This design comes from an exercise in tuning for small area on the open sky130 flow, not from production work.
The RTL was checked by simulation tests, not by an equivalence proof against the original design.
Power and IR drop assume default switching activity.

$ cat flow/config.mk
export PLATFORM = sky130hd
export DESIGN_NAME = dstu_mac_pad
export DESIGN_NICKNAME = dstu_mac_pad
export VERILOG_FILES = /design/flow/design.v
export SDC_FILE = /design/flow/constraint.sdc
export NUM_CORES = 4
export LEC_CHECK = 0
export CAP_MARGIN = 20
export CORE_MARGIN = 2
export CORE_UTILIZATION = 40
export SLEW_MARGIN = 20
$ cat flow/constraint.sdc
create_clock -name core_clock -period 10.0 [get_ports {clk}]
set_input_delay 2.0000 -clock core_clock [delete_from_list [all_inputs] [get_ports {clk}]]
set_output_delay 2.0000 -clock core_clock [all_outputs]
set_load 0.01 [all_outputs]
$ cat flow/design.v
module dstu_mac_pad (
    input  wire        clk,
    input  wire        rst,
    input  wire [1:0]  macsel,
    input  wire        cmd_valid,
    output wire        cmd_ready,
    input  wire [31:0] cmd_word,
    input  wire [31:0] cmd_arg0,
    input  wire [31:0] cmd_arg1,
    input  wire [31:0] cmd_arg2,
    output reg         rsp_valid,
    output reg  [2:0]  rsp_err,
    output wire [31:0] rsp_ret,
    input  wire [2:0]  sr_sel,
    output reg  [31:0] sr_data,
    output wire [31:0] kb_addr,
    input  wire [7:0]  kb_data,
    output wire [31:0] ib_addr,
    input  wire [7:0]  ib_data,
    output wire        ob_we,
    output wire [31:0] ob_addr,
    output wire [7:0]  ob_data,
    output wire [1:0]  eng_cfg,
    input  wire [7:0]  eng_blklen,
    output wire        eng_abs_valid,
    output reg  [7:0]  eng_abs_byte,
    input  wire        eng_abs_ready,
    output wire        eng_reset,
    output wire        eng_final,
    input  wire        eng_dig_valid,
    input  wire [7:0]  eng_dig_byte,
    output wire        eng_dig_ready
);
    localparam [31:0] ALG_ID  = 32'h44535455;    
    localparam integer KEY_MAX = 64;
    localparam [1:0] UNINIT = 2'd0, KEYED = 2'd1, STALE = 2'd2, CFGFAULT = 2'd3;
    localparam [2:0] E_OK = 3'd0, E_CFG = 3'd1, E_STATE = 3'd2, E_LEN = 3'd3, E_ILL = 3'd4;
    localparam [7:0] OP_INIT = 8'h01, OP_UPDB = 8'h02, OP_UPDM = 8'h03, OP_FINAL = 8'h04,
                     OP_RESET = 8'h05, OP_GETSIZE = 8'h06, OP_GETNAME = 8'h07;
    localparam [3:0] S_IDLE     = 4'd0,
                     S_DIV      = 4'd1,
                     S_INIT_RD  = 4'd2,
                     S_INIT_ABS = 4'd3,
                     S_UPDB     = 4'd4,
                     S_UPDM_RD  = 4'd5,
                     S_UPDM_ABS = 4'd6,
                     S_FIN_PAD  = 4'd7,
                     S_FIN_KEY  = 4'd8,
                     S_FIN_FIN  = 4'd9,
                     S_FIN_DIG  = 4'd10,
                     S_FIN_WR   = 4'd11;
    reg  [3:0]  state;
    reg  [1:0]  fsm;
    reg  [1:0]  cfg;           
    reg  [6:0]  macsize;
    reg  [63:0] cnt;
    reg  [6:0]  klen;
    reg  [7:0]  ikey [0:KEY_MAX-1];
    reg  [31:0] ret;
    reg  [2:0]  err;
    reg  [3:0]  sticky;
    reg  [7:0]  op;
    reg  [31:0] arg0, arg1, arg2;
    reg  [31:0] idx;           
    reg  [6:0]  key_len;       
    reg  [8:0]  plen;          
    reg  [8:0]  extra;         
    reg  [7:0]  hold;          
    reg         eng_reset_q;
    reg  [63:0] div_x;
    reg  [8:0]  div_rem;
    reg  [6:0]  div_cnt;
    wire [8:0]  blk = {1'b0, eng_blklen};
    wire [7:0]  c_opc = cmd_word[7:0];
    wire [7:0]  c_mod = cmd_word[15:8];
    wire [15:0] c_rsv = cmd_word[31:16];
    wire c_legal = (c_rsv == 16'd0) &&
                   ((c_opc == OP_INIT) ||
                    ((c_opc >= OP_UPDB) && (c_opc <= OP_GETNAME) && (c_mod == 8'd0)));
    wire [32:0] c_upd_end = {1'b0, cmd_arg1} + {1'b0, cmd_arg2};
    wire [32:0] c_fin_end = {1'b0, cmd_arg1} + {26'd0, macsize};
    reg  [2:0]  c_err;
    always @(*) begin
        c_err = E_OK;
        if (!c_legal)
            c_err = E_ILL;
        else if (fsm == CFGFAULT)
            c_err = E_CFG;
        else begin
            case (c_opc)
                OP_INIT:  if (c_mod != 8'd0 || cmd_arg0 > KEY_MAX) c_err = E_CFG;
                OP_UPDB:  if (fsm != KEYED) c_err = E_STATE;
                OP_UPDM:  if (c_upd_end > {1'b0, cmd_arg0}) c_err = E_LEN;
                          else if (fsm != KEYED) c_err = E_STATE;
                OP_FINAL: if (c_fin_end > {1'b0, cmd_arg0}) c_err = E_LEN;
                          else if (fsm != KEYED) c_err = E_STATE;
                default:  c_err = E_OK;
            endcase
        end
    end
    wire [8:0]  pk_f    = plen - 9'd12;
    wire [8:0]  pk_i    = idx[8:0];
    wire [31:0] pk_bits = {22'd0, key_len, 3'b000};
    reg  [7:0]  pk_byte;
    always @(*) begin
        if (pk_i >= pk_f && pk_i < pk_f + 9'd4) begin
            case (pk_i - pk_f)
                9'd0:    pk_byte = pk_bits[7:0];
                9'd1:    pk_byte = pk_bits[15:8];
                9'd2:    pk_byte = pk_bits[23:16];
                default: pk_byte = pk_bits[31:24];
            endcase
        end else if (pk_i == {2'b00, key_len})
            pk_byte = 8'h80;
        else if (pk_i < {2'b00, key_len})
            pk_byte = kb_data;
        else
            pk_byte = 8'h00;
    end
    wire [8:0]  pb_g    = extra - 9'd12;
    wire [8:0]  pb_i    = idx[8:0];
    wire [63:0] pb_bits = {cnt[60:0], 3'b000};
    reg  [7:0]  pb_byte;
    always @(*) begin
        if (pb_i >= pb_g && pb_i < pb_g + 9'd8) begin
            case (pb_i - pb_g)
                9'd0:    pb_byte = pb_bits[7:0];
                9'd1:    pb_byte = pb_bits[15:8];
                9'd2:    pb_byte = pb_bits[23:16];
                9'd3:    pb_byte = pb_bits[31:24];
                9'd4:    pb_byte = pb_bits[39:32];
                9'd5:    pb_byte = pb_bits[47:40];
                9'd6:    pb_byte = pb_bits[55:48];
                default: pb_byte = pb_bits[63:56];
            endcase
        end else if (pb_i == 9'd0)
            pb_byte = 8'h80;
        else
            pb_byte = 8'h00;
    end
    assign cmd_ready     = (state == S_IDLE);
    assign rsp_ret       = ret;
    assign kb_addr       = idx;
    assign ib_addr       = arg1 + idx;
    assign ob_we         = (state == S_FIN_WR);
    assign ob_addr       = arg1 + idx;
    assign ob_data       = hold;
    assign eng_cfg       = cfg;
    assign eng_reset     = rst | eng_reset_q;
    assign eng_final     = (state == S_FIN_FIN);
    assign eng_dig_ready = (state == S_FIN_DIG);
    assign eng_abs_valid = (state == S_INIT_ABS) || (state == S_UPDB) || (state == S_UPDM_ABS) ||
                           (state == S_FIN_PAD)  || (state == S_FIN_KEY);
    always @(*) begin
        case (state)
            S_INIT_ABS: eng_abs_byte = pk_byte;
            S_UPDB:     eng_abs_byte = arg0[7:0];
            S_UPDM_ABS: eng_abs_byte = ib_data;
            S_FIN_PAD:  eng_abs_byte = pb_byte;
            S_FIN_KEY:  eng_abs_byte = ikey[idx[5:0]];
            default:    eng_abs_byte = 8'h00;
        endcase
    end
    always @(*) begin
        case (sr_sel)
            3'd0:    sr_data = {20'd0, sticky, 1'b0, err, 1'b0, ~cmd_ready, fsm};
            3'd1:    sr_data = ret;
            3'd2:    sr_data = {25'd0, macsize};
            3'd3:    sr_data = {24'd0, eng_blklen};
            3'd4:    sr_data = cnt[31:0];
            3'd5:    sr_data = cnt[63:32];
            3'd6:    sr_data = {25'd0, klen};
            default: sr_data = 32'd0;
        endcase
    end
    wire abs_fire = eng_abs_valid && eng_abs_ready;
    task respond(input [2:0] code);
        begin
            err       <= code;
            rsp_valid <= 1'b1;
            rsp_err   <= code;
            case (code)
                E_CFG:   sticky[0] <= 1'b1;
                E_STATE: sticky[1] <= 1'b1;
                E_LEN:   sticky[2] <= 1'b1;
                E_ILL:   sticky[3] <= 1'b1;
                default: ;
            endcase
            state     <= S_IDLE;
        end
    endtask
    always @(posedge clk) begin
        if (rst) begin
            state       <= S_IDLE;
            cfg         <= macsel;
            case (macsel)
                2'b00:   begin macsize <= 7'd32; fsm <= UNINIT;   end
                2'b01:   begin macsize <= 7'd48; fsm <= UNINIT;   end
                2'b10:   begin macsize <= 7'd64; fsm <= UNINIT;   end
                default: begin macsize <= 7'd0;  fsm <= CFGFAULT; end
            endcase
            cnt         <= 64'd0;
            klen        <= 7'd0;
            ret         <= 32'd0;
            err         <= E_OK;
            sticky      <= 4'd0;
            rsp_valid   <= 1'b0;
            rsp_err     <= E_OK;
            eng_reset_q <= 1'b1;
            idx         <= 32'd0;
            arg1        <= 32'd0;
        end else begin
            rsp_valid   <= 1'b0;
            eng_reset_q <= 1'b0;
            case (state)
                S_IDLE: begin
                    if (cmd_valid) begin
                        op   <= c_opc;
                        arg0 <= cmd_arg0;
                        arg1 <= cmd_arg1;
                        arg2 <= cmd_arg2;
                        idx  <= 32'd0;
                        if (c_err != E_OK)
                            respond(c_err);
                        else begin
                            case (c_opc)
                                OP_INIT: begin
                                    key_len <= cmd_arg0[6:0];
                                    div_x   <= {57'd0, cmd_arg0[6:0]};
                                    div_rem <= 9'd0;
                                    div_cnt <= 7'd0;
                                    state   <= S_DIV;
                                end
                                OP_UPDB:
                                    state <= S_UPDB;
                                OP_UPDM:
                                    if (cmd_arg2 == 32'd0)
                                        respond(E_OK);
                                    else
                                        state <= S_UPDM_RD;
                                OP_FINAL: begin
                                    div_x   <= cnt;
                                    div_rem <= 9'd0;
                                    div_cnt <= 7'd0;
                                    state   <= S_DIV;
                                end
                                OP_RESET: begin
                                    cnt         <= 64'd0;
                                    eng_reset_q <= 1'b1;
                                    if (fsm == KEYED)
                                        fsm <= STALE;
                                    respond(E_OK);
                                end
                                OP_GETSIZE: begin
                                    ret <= {25'd0, macsize};
                                    respond(E_OK);
                                end
                                default: begin   
                                    ret <= ALG_ID;
                                    respond(E_OK);
                                end
                            endcase
                        end
                    end
                end
                S_DIV: begin
                    if (div_cnt == 7'd64) begin
                        if (op == OP_INIT) begin
                            plen  <= {2'b00, key_len} - div_rem + blk;
                            state <= S_INIT_RD;
                        end else begin
                            if (blk - div_rem < 9'd12)
                                extra <= blk;
                            else
                                extra <= blk - div_rem;
                            state <= S_FIN_PAD;
                        end
                    end else begin
                        if ({div_rem[7:0], div_x[63]} >= blk)
                            div_rem <= {div_rem[7:0], div_x[63]} - blk;
                        else
                            div_rem <= {div_rem[7:0], div_x[63]};
                        div_x   <= {div_x[62:0], 1'b0};
                        div_cnt <= div_cnt + 7'd1;
                    end
                end
                S_INIT_RD:
                    state <= S_INIT_ABS;
                S_INIT_ABS: begin
                    if (abs_fire) begin
                        if (idx[8:0] < {2'b00, key_len})
                            ikey[idx[5:0]] <= ~kb_data;
                        if (idx[8:0] == plen - 9'd1) begin
                            klen <= key_len;
                            cnt  <= 64'd0;
                            fsm  <= KEYED;
                            respond(E_OK);
                        end else begin
                            idx   <= idx + 32'd1;
                            state <= S_INIT_RD;
                        end
                    end
                end
                S_UPDB: begin
                    if (abs_fire) begin
                        cnt <= cnt + 64'd1;
                        respond(E_OK);
                    end
                end
                S_UPDM_RD:
                    state <= S_UPDM_ABS;
                S_UPDM_ABS: begin
                    if (abs_fire) begin
                        cnt <= cnt + 64'd1;
                        if (idx == arg2 - 32'd1)
                            respond(E_OK);
                        else begin
                            idx   <= idx + 32'd1;
                            state <= S_UPDM_RD;
                        end
                    end
                end
                S_FIN_PAD: begin
                    if (abs_fire) begin
                        if (idx[8:0] == extra - 9'd1) begin
                            idx   <= 32'd0;
                            state <= (klen == 7'd0) ? S_FIN_FIN : S_FIN_KEY;
                        end else
                            idx <= idx + 32'd1;
                    end
                end
                S_FIN_KEY: begin
                    if (abs_fire) begin
                        if (idx[6:0] == klen - 7'd1) begin
                            idx   <= 32'd0;
                            state <= S_FIN_FIN;
                        end else
                            idx <= idx + 32'd1;
                    end
                end
                S_FIN_FIN: begin
                    cnt   <= 64'd0;
                    state <= S_FIN_DIG;
                end
                S_FIN_DIG: begin
                    if (eng_dig_valid) begin
                        hold  <= eng_dig_byte;
                        state <= S_FIN_WR;
                    end
                end
                S_FIN_WR: begin
                    if (idx[6:0] == macsize - 7'd1) begin
                        ret <= {25'd0, macsize};
                        fsm <= STALE;
                        respond(E_OK);
                    end else begin
                        idx   <= idx + 32'd1;
                        state <= S_FIN_DIG;
                    end
                end
                default:
                    state <= S_IDLE;
            endcase
        end
    end
endmodule
$ cat flow/run.sh
#!/bin/bash
# synth_recipe.tcl (not shown) runs the flow's synth.tcl, then flattens the netlist and writes it again
# the make line also repeats each setting of config.mk as NAME=value (left out here)
make -C /OpenROAD-flow-scripts/flow DESIGN_CONFIG=/design/flow/config.mk WORK_HOME=/design/flow/orfs CLKGATE_MAP_FILE= SYNTH_SCRIPT=/design/flow/synth_recipe.tcl finish
==> results.yml <==
status:
  status: "finished clean"
clock_tree:
  post_cts_buffers: 0
  clock_path_buffers: 3
  cts_tree: "yes"
  htree_levels: 3
  cts.sinks: 838
  cts_inserted_buffers: 92
  clockRootBuffer: "clkbuf_16"
  cts_resized: 0
  holdBufCountCts: 0
  clk-insertion-delay-late_ps: 700
  clkTransAtPathRegs_ps: 60
place:
  portBuffers: 339
  place_area_sq_um: 50800
  dp_hpwl_mm: 110
  dp_cells: 5683
  gp_congestion: 0.976
pwr:
  vdd_ir_drop_max_v: 0.000148
  p_leak_nw: 18.4
  power_density_nw_per_um2: 184
routing:
  drc: 0
  wire_per_inst_microns: 25.6
  vias: 34515
  viasPerCell: 5.90
  drt_iter0_markers: 3640
  ant_nets: 0
  routed_wl_mm: 150
  first_pass_iters: 6
cells_and_area:
  fin_area_sq_um: 53700
  drive_gt1_share_pct: 9.89
  final_cell_mix: "edfxtp_1, nand2_1, clkdlybuf4s50_1"
  syn_to_final_growth_pct: 16.5
  stdcell_count: 5852
  final_common_cell: "edfxtp_1"
  finish.utilization_pct: 47.0
  nNetsFinal: 4660
floorplanning:
  core_sq_um: 114000
  row_count: 124
  die_y_microns: 344
  die_x_microns: 344
  dieArea_sq_um: 118000
  ios: 358
  start_util_pct: 40.4
synthesis:
  synth_async_sr_flop_share_pct: 0
  netlist_area_sq_um: 46200
  synth-seq-area-share_pct: 51.1
  synth_edf_count: 680
  ys_seq_elements: 838
  synth_area_per_cell_sq_um: 11.5
  netlist_instances: 4005
  yosysWarningCount: 1
  synth_cell_types: 90
  synth_flop_cell: "edfxtp_1"
grt:
  grt_pass1_vias: 32846
  antenna_found_initial: 5
  grt_pass1_wl_mm: 218
  overflow: 0
  grt_max_degree: 77
  grt_usage_pct: 24.9
worst_setup_path:
  reg2reg_slack_ps: 3560
  crit_type: "in -> reg"
  critPathMaxFanout: 64
  crit_required_ps: 10350
  endpoint_kind: "register"
  ff2ff_path_depth: 20
  r2r_end: "div_x[17]$_DFFE_PP_"
  timing.rr.start: "macsize[4]$_DFFE_PP_"
  cp-start-kind: "input pin"
  critPathArrivalTime_ps: 8850
timing:
  fmax_ghz: 0.118
  hold_viol_final: 0
  fin_skew_ps: 58.6
  holdWs_ps: 459
  layout_min_cycle_time_ps: 8500
  tns_ps: 0
  slew_headroom_pct: 16.8
  setup_viol: 0
  worst_pin_slew_ps: 1240
  rsz0062_at_grt: "no"
  finalCritPeriodShare_pct: 85.0
  drv_slew: 0
worst_hold_path:
  min_to: "arg1[5]$_SDFFE_PP0P_"
  hp-class: "reg -> reg"
  whs_path_depth: 2
  hold_start: "arg1[5]$_SDFFE_PP0P_"
run:
  maxCapViolCount: 0
-- layer usage --
layer	vias to the layer above	share of wire (%)	wire length [microns]	global-route usage (%)
met3	268	8.0	11900	3.89
met2	1488	46	69100	39.9
met4	8	4.0	6050	9.78
li1	15598	-	-	-
met5	-	0.033	49	0
met1	17153	42	62500	33.8
-- cells in the mapped netlist (9+ instances only) --
cell / instances / area, sq um
nand2b_1: 40 / 250
a222oi_1: 9 / 90.1
nor4b_1: 11 / 96.3
a2111oi_0: 10 / 87.6
o21a_1: 25 / 188
buf_4: 63 / 473
or4_1: 28 / 210
and2_1: 22 / 138
xor2_1: 67 / 587
and4_1: 12 / 105
nand3_1: 154 / 771
fa_1: 14 / 280
dfxtp_1: 158 / 3160
or2_2: 12 / 75.1
xnor2_1: 176 / 1540
clkbuf_1: 143 / 537
a21o_1: 38 / 285
o21ai_0: 111 / 556
a211o_1: 9 / 78.8
mux2i_1: 50 / 500
o21bai_1: 21 / 158
ha_1: 211 / 2640
nor2_1: 299 / 1120
nor2b_1: 34 / 213
a21oi_1: 213 / 1070
buf_1: 27 / 101
edfxtp_1: 680 / 20400
inv_1: 183 / 687
nor4_1: 85 / 532
nand4_1: 63 / 394
or3_1: 27 / 169
nand2_1: 381 / 1430
o211ai_1: 20 / 150
mux4_2: 170 / 3830
mux2_2: 22 / 248
nand3b_1: 15 / 113
a211oi_1: 29 / 218
a22oi_1: 21 / 158
a31oi_1: 31 / 194
o31ai_1: 43 / 323
and3_1: 41 / 257
nor3b_1: 13 / 97.6
nor3_1: 91 / 455
-- critical path: stages --
cell	delay [ps]
clkdlybuf4s50_1	460
ha_1	270
inv_1	80
fa_1	210
nor2b_1	80
o31ai_1	450
a2111oi_0	260
o31ai_1	580
a211oi_1	180
or2_2	340
a311o_1	370
a2111oi_0	410
nand3b_1	170
ha_1	240
a21oi_1	170
nor2b_1	80
nor3_1	130
nand2_1	70
a211oi_1	380
o211ai_1	280
nor4_1	680
a31oi_1	350
nor2_4	200
buf_12	330
-- worst max-delay path by stage --
stage / cells after the start / to / from
CTS: 24 / div_x[43]$_DFFE_PP_ / cmd_arg2[0]
detailed placement: 24 / div_x[48]$_DFFE_PP_ / cmd_arg2[0]
global route: 24 / div_x[17]$_DFFE_PP_ / cmd_arg1[0]
floorplan: 22 / div_x[0]$_SDFFCE_PP0P_ / cmd_arg1[0]
global placement: 24 / div_x[49]$_DFFE_PP_ / cmd_arg2[0]
finish: 24 / div_x[17]$_DFFE_PP_ / cmd_arg1[0]
-- metrics by stage --
| stage | total power [mW] | setup slack, ps |
|---|---|---|
| final | 9.89 | 1500 |
| after global placement | 6.64 | 1040 |
| after floorplan | 5.80 | 570 |
| after CTS | 9.94 | 1630 |
| after global routing | 10.3 | 1120 |
| after detailed placement | 6.65 | 947 |
-- registers in the layout, indices dropped and copies added, names as in the netlist, 2 cells and up, named ones only --
signal and flops:
rsp_err 3, ret 4, cnt 64, sticky 4, op 8, hold 8, div_cnt 7, div_x 64
idx 32, arg0 8, ikey 512, fsm 2, key_len 7, div_rem 9, klen 7, cfg 2
state 4, macsize 3, extra 9, arg1 32, arg2 32, plen 9
-- cells by family (layout without fill, tap and decap cells) --
group                      after synthesis  count (layout)  share of synthesized area (%)
xor gates and xnor gates               243             243                           4.61
AOI/OAI and AO/OA                      679             679                           9.61
and+or+nand+nor                       1349            1349                           14.4
DFF                                    838             838                           51.1
muxes                                  242             242                           9.92
adders and majority gates              225             225                           6.33
other                                    1              21                        0.00812
buffers and inverters                  428             743                           4.06
-- power breakdown --
group	total (mW)	leakage, nW	internal, mW	switching, mW
clock	3.29	1.43	1.84	1.45
combinational	2.41	9.53	1.01	1.40
sequential	4.19	7.45	4.02	0.168
total	9.89	18.4	6.87	3.02
-- cell type report --
cell class                 instances  area (sq um)
inverter                         186           706
timing repair buffer             391          3800
antenna                            3          7.51
tap                             1512          1890
fill                           10322         60600
clock buffer                     114          2460
clock inverter                    52           474
sequential                       838         23600
multi-input combinational       2756         20800

port drivers added, routing unchanged:
The flow's constraints put no driver on any port. The routed layout listed below was extracted and timed again, unchanged, in two steps. Step 1 assumes that a clkbuf_16 drives the clock port and a buf_2 every other input. Step 2 adds t to the input delays and takes it off the output delays; t is the mean of the earliest and latest rising clock arrival at the registers after step 1. Input paths then give back, and output paths get back, about the clock's delay inside the block. Three values: ideal, step 1, step 2; two values: the first two.
t, ns: 0.737
slack for setup (ns): 1.501 / 1.544 / 0.807
worst hold slack (ns): 0.459 / 0.459 / 0.459
latest minus earliest clock arrival (ns): 0.064 / 0.064
worst data-port slew with drivers (ns): 0.21
After both steps this run still meets setup and hold. The setup slack of this run moves by +0.043 ns with the drivers and by -0.694 ns with both steps.
